What follows belongs to an exercise in optimizing a design on an open flow for small area, a short achievable clock period and few clock cycles; a production flow would make more cautious choices.
Where RTL was checked, it was by simulation tests only, not by an equivalence proof against the original.
Power is estimated from default activity; no workload was simulated.

==> inputs of harbor <==
==> flow/design.v (excerpt) <==
module qgk (
    input  wire        clk,
    input  wire        rst,
    input  wire        reg_wr,
    input  wire [6:0]  reg_addr,
    input  wire [31:0] reg_wdata,
    output reg  [31:0] reg_rdata,
    output wire        busy,
    output reg         mem_req,
    output reg         mem_we,
    output reg  [31:0] mem_addr,
    output reg  [3:0]  mem_be,
    output reg  [31:0] mem_wdata,
    input  wire        mem_ready,
    input  wire [31:0] mem_rdata
);
Settings: LEC_CHECK=0, CAP_MARGIN=20, CORE_MARGIN=2, CORE_UTILIZATION=55, CTS_CLUSTER_DIAMETER=100, CTS_CLUSTER_SIZE=20, SLEW_MARGIN=20; clock period 16.0 ns.
standard.sh (not shown) runs the stock make flow with config.mk's settings and CLKGATE_MAP_FILE= SYNTH_SCRIPT=/design/flow/synth_recipe.tcl, a recipe that flattens the netlist after the stock synthesis.
==> flow/flow/run.sh <==
#!/bin/bash
# The standard ORFS layout (standard synthesis, floorplan, placement, CTS,
# routing), with two changes: the port buffers are buf_2 cells rather than the
# default delay buffers, and ORFS's timing repair is asked to keep a setup
# margin of MARGIN ns at the design's clock period. The make output goes to
# standard_flow.log; ORFS keeps each step's log under orfs/logs/.
set -euo pipefail
MARGIN=7.6
bash standard.sh SETUP_SLACK_MARGIN=$MARGIN "BUFFER_PORTS_ARGS=-buffer_cell sky130_fd_sc_hd__buf_2" finish > standard_flow.log 2>&1
==> delta: changes against harbor <==
--- a/flow/design.v
+++ b/flow/design.v
@@ -39,20 +39,19 @@
                S_MA   = 5'd11,   
                S_MB   = 5'd12,
                S_S0   = 5'd13,
                S_S1   = 5'd14,
                S_TW   = 5'd15,   
-               S_OP   = 5'd16,   
-               S_U_RD = 5'd17,   
-               S_U_WR = 5'd18,   
-               S_P_OR = 5'd19,   
-               S_P_RD = 5'd20,   
-               S_P_WR = 5'd21,   
-               S_C_RD = 5'd22,   
-               S_C_WR = 5'd23,   
-               S_RQ   = 5'd24;   
-    reg [24:0] st;
+               S_U_RD = 5'd16,   
+               S_U_WR = 5'd17,   
+               S_P_OR = 5'd18,   
+               S_P_RD = 5'd19,   
+               S_P_WR = 5'd20,   
+               S_C_RD = 5'd21,   
+               S_C_WR = 5'd22,   
+               S_RQ   = 5'd23;   
+    reg [23:0] st;
     assign busy = !st[S_IDLE];
     reg [1:0]  wa, wo;
     reg        zpc;
     reg        conv;         
     reg [31:0] pw;           
@@ -203,13 +202,13 @@
     wire       s_end = (st[S_S0] && !b_cross) || st[S_S1];      
     wire       o_end = st[S_OW] && ow_cend && owk[0];           
     wire       gap   = (st[S_BB] && f_k_zero) || (st[S_X2] && f_last_aw);
     wire       g_rdy = f_ch_zero || rq_idle;
     wire       g_ow  = !f_ch_zero && ow_need;
-    reg [24:0] st_adv;
+    reg [23:0] st_adv;
     always @(*) begin
-        st_adv         = 25'd0;
+        st_adv         = 24'd0;
         st_adv[S_IDLE] = st[S_IDLE] || (o_end && fin) || ((st[S_U_WR] || st[S_P_WR]) && f_pw_end) ||
                          (st[S_C_WR] && c_end && f_c_last && !f_c_tail) || (st[S_RQ] && rq_idle);
         st_adv[S_Z0]   = s_end && !f_last_ch && zpc;
         st_adv[S_Z1]   = st[S_Z0] && b_cross;
         st_adv[S_BA]   = (st[S_Z0] && !b_cross) || st[S_Z1] || (s_end && !f_last_ch && !zpc);
@@ -233,11 +232,11 @@
         st_adv[S_P_WR] = (st[S_P_RD] && !f_p_or) || st[S_P_OR];
         st_adv[S_C_RD] = st[S_C_WR] && c_end && !f_c_last;
         st_adv[S_C_WR] = st[S_C_RD] || (st[S_C_WR] && !c_end);
         st_adv[S_RQ]   = st[S_RQ] && !rq_idle;
     end
-    wire [24:0] st_n = st[S_IDLE] ? (cmd_wr ? (25'd1 << d_st) : (25'd1 << S_IDLE)) :
+    wire [23:0] st_n = st[S_IDLE] ? (cmd_wr ? (24'd1 << d_st) : (24'd1 << S_IDLE)) :
                        (mem_req && !mem_ready) ? st : st_adv;
     always @(posedge clk) begin
         if (cmd_wr) begin
             pw <= 32'd0;
             ch <= 16'd0;
@@ -502,11 +501,11 @@
                 b1 <= (wo == 2'd1) ? {r_q[1:0], b1[15:2]} : (wo == 2'd2) ? {r_q[3:0], b1[15:4]} : {r_q, b1[15:8]};
             else
                 b2 <= (wo == 2'd1) ? {r_q[1:0], b2[15:2]} : (wo == 2'd2) ? {r_q[3:0], b2[15:4]} : {r_q, b2[15:8]};
         end
     end
-    assign rq_idle = (rq_ph == R_IDLE) && !rq_start && !rq_start_req;
+    assign rq_idle = (rq_ph == R_IDLE) && !rq_start_req;
     wire        h_wr = reg_wr && st[S_IDLE];
     wire [31:0] dz   = reg_wdata & {32{~rst}};
     wire [4:0]  ha   = reg_addr[6:2];
     assign      snap = ack && (st[S_S1] || (st[S_S0] && !b_cross));
     always @(posedge clk) begin
@@ -539,11 +538,11 @@
     always @(posedge clk) begin
         rq_start_req <= 1'b0;
         xv           <= 1'b0;
         bias_a       <= 1'b0;
         bias_b       <= 1'b0;
-        st    <= rst ? (25'd1 << S_IDLE) : st_n;
+        st    <= rst ? (24'd1 << S_IDLE) : st_n;
         if (st[S_IDLE])
             ba <= (reg_wdata[3:0] == 4'd5) ? (reg_wdata[8] ? zptr : bptr) : src;
         else if (!(mem_req && !mem_ready))
             ba <= na;
         if (rst) begin
==> flow/flow/run.sh (replaced) <==
#!/bin/bash
# The standard ORFS layout (standard synthesis, floorplan, placement, CTS,
# routing), with two changes: the port buffers are buf_4 cells rather than the
# default delay buffers, and ORFS's timing repair is asked to keep a setup
# margin of MARGIN ns at the design's clock period. The make output goes to
# standard_flow.log; ORFS keeps each step's log under orfs/logs/.
set -euo pipefail
MARGIN=7.6
bash standard.sh SETUP_SLACK_MARGIN=$MARGIN "BUFFER_PORTS_ARGS=-buffer_cell sky130_fd_sc_hd__buf_4" finish > standard_flow.log 2>&1
Settings changed: CAP_MARGIN 20 to 30, SLEW_MARGIN 20 to 30.
==> comparison table <==
quantity	delta	harbor
Final routed wirelength across all metal layers	386000 um	391000 um
Most common cell on crit path	sky130_fd_sc_hd__buf_4	sky130_fd_sc_hd__buf_12
Met3 Resource Use GR	0.139	0.137
Average wire length per cell after detail routing	35.4 um	35.7 um
Crit path buf inv count	5	6
Switching power of the nets	3.97 mW	5.72 mW
Y dimension of the die	411 um	411 um
Worst setup timing slack at the placement stage	6930 ps	5410 ps
GR met2 Demand/Resource	0.641	0.649
Count of multi-input combinational gates	6344	6378
Number of global-route vias before repair	71.9k	72.1k
Final setup skew	60.9 ps	42.6 ps
Die Footprint	169000 um2	169000 um2
Clk power	2.25 mW	2.17 mW
Multi-input gate share of the layout cell area	0.508	0.508
Share of synthesized cell area in full adder, half adder and majority cells	0.111	0.110
Parity-gate share of the synthesized area counting xor and xnor cells	0.0583	0.0595
Overall power consumption	10.4 mW	13.5 mW
Maximum achievable frequency	0.115 GHz	0.115 GHz
Final instance area	98200 um2	97900 um2
Proportion of total power due to net switching	0.381	0.424
Post-route insts no fill	10.9k	11.0k
Area occupied by multi-input gates	49900 um2	49700 um2
DP Wirelength	274000 um	284000 um
Run status	no timing/DRC/antenna violations	no timing/DRC/antenna violations
Testbench counts of delta, summed over its fixed seeds: cycles 61,590.
Only the layout flow was run in harbor; the RTL was not checked for function there.

[what the ideal ports hide]
No port has a modelled driver above. Below, the same layouts with a new extraction and two added sets of constraints.
Step 1 assumes that a clkbuf_16 drives the clock port and a buf_2 every other input.
Step 2 adds t to the input delays and takes it off the output delays; t is the mean of the earliest and latest rising clock arrival at the registers after step 1. Input paths then give back, and output paths get back, about the clock's delay inside the block.
Slacks: ideal / step 1 / step 2; pairs: ideal / step 1.
| run | shift t [ns] | setup slack, ns | worst setup path at the end | clock arrival spread, ns | worst data-port slew with drivers (ns) |
|---|---|---|---|---|---|
| harbor | 0.839 | 7.321 / 7.267 / 6.855 | input to register | 0.044 / 0.044 | 0.12 |
| delta | 0.882 | 7.286 / 7.217 / 7.217 | input to output | 0.064 / 0.064 | 0.11 |
After both steps setup and hold are still met in every run listed. For harbor, which loses most, drivers alone change the setup slack by -0.054 ns; drivers and shift together by -0.466 ns.
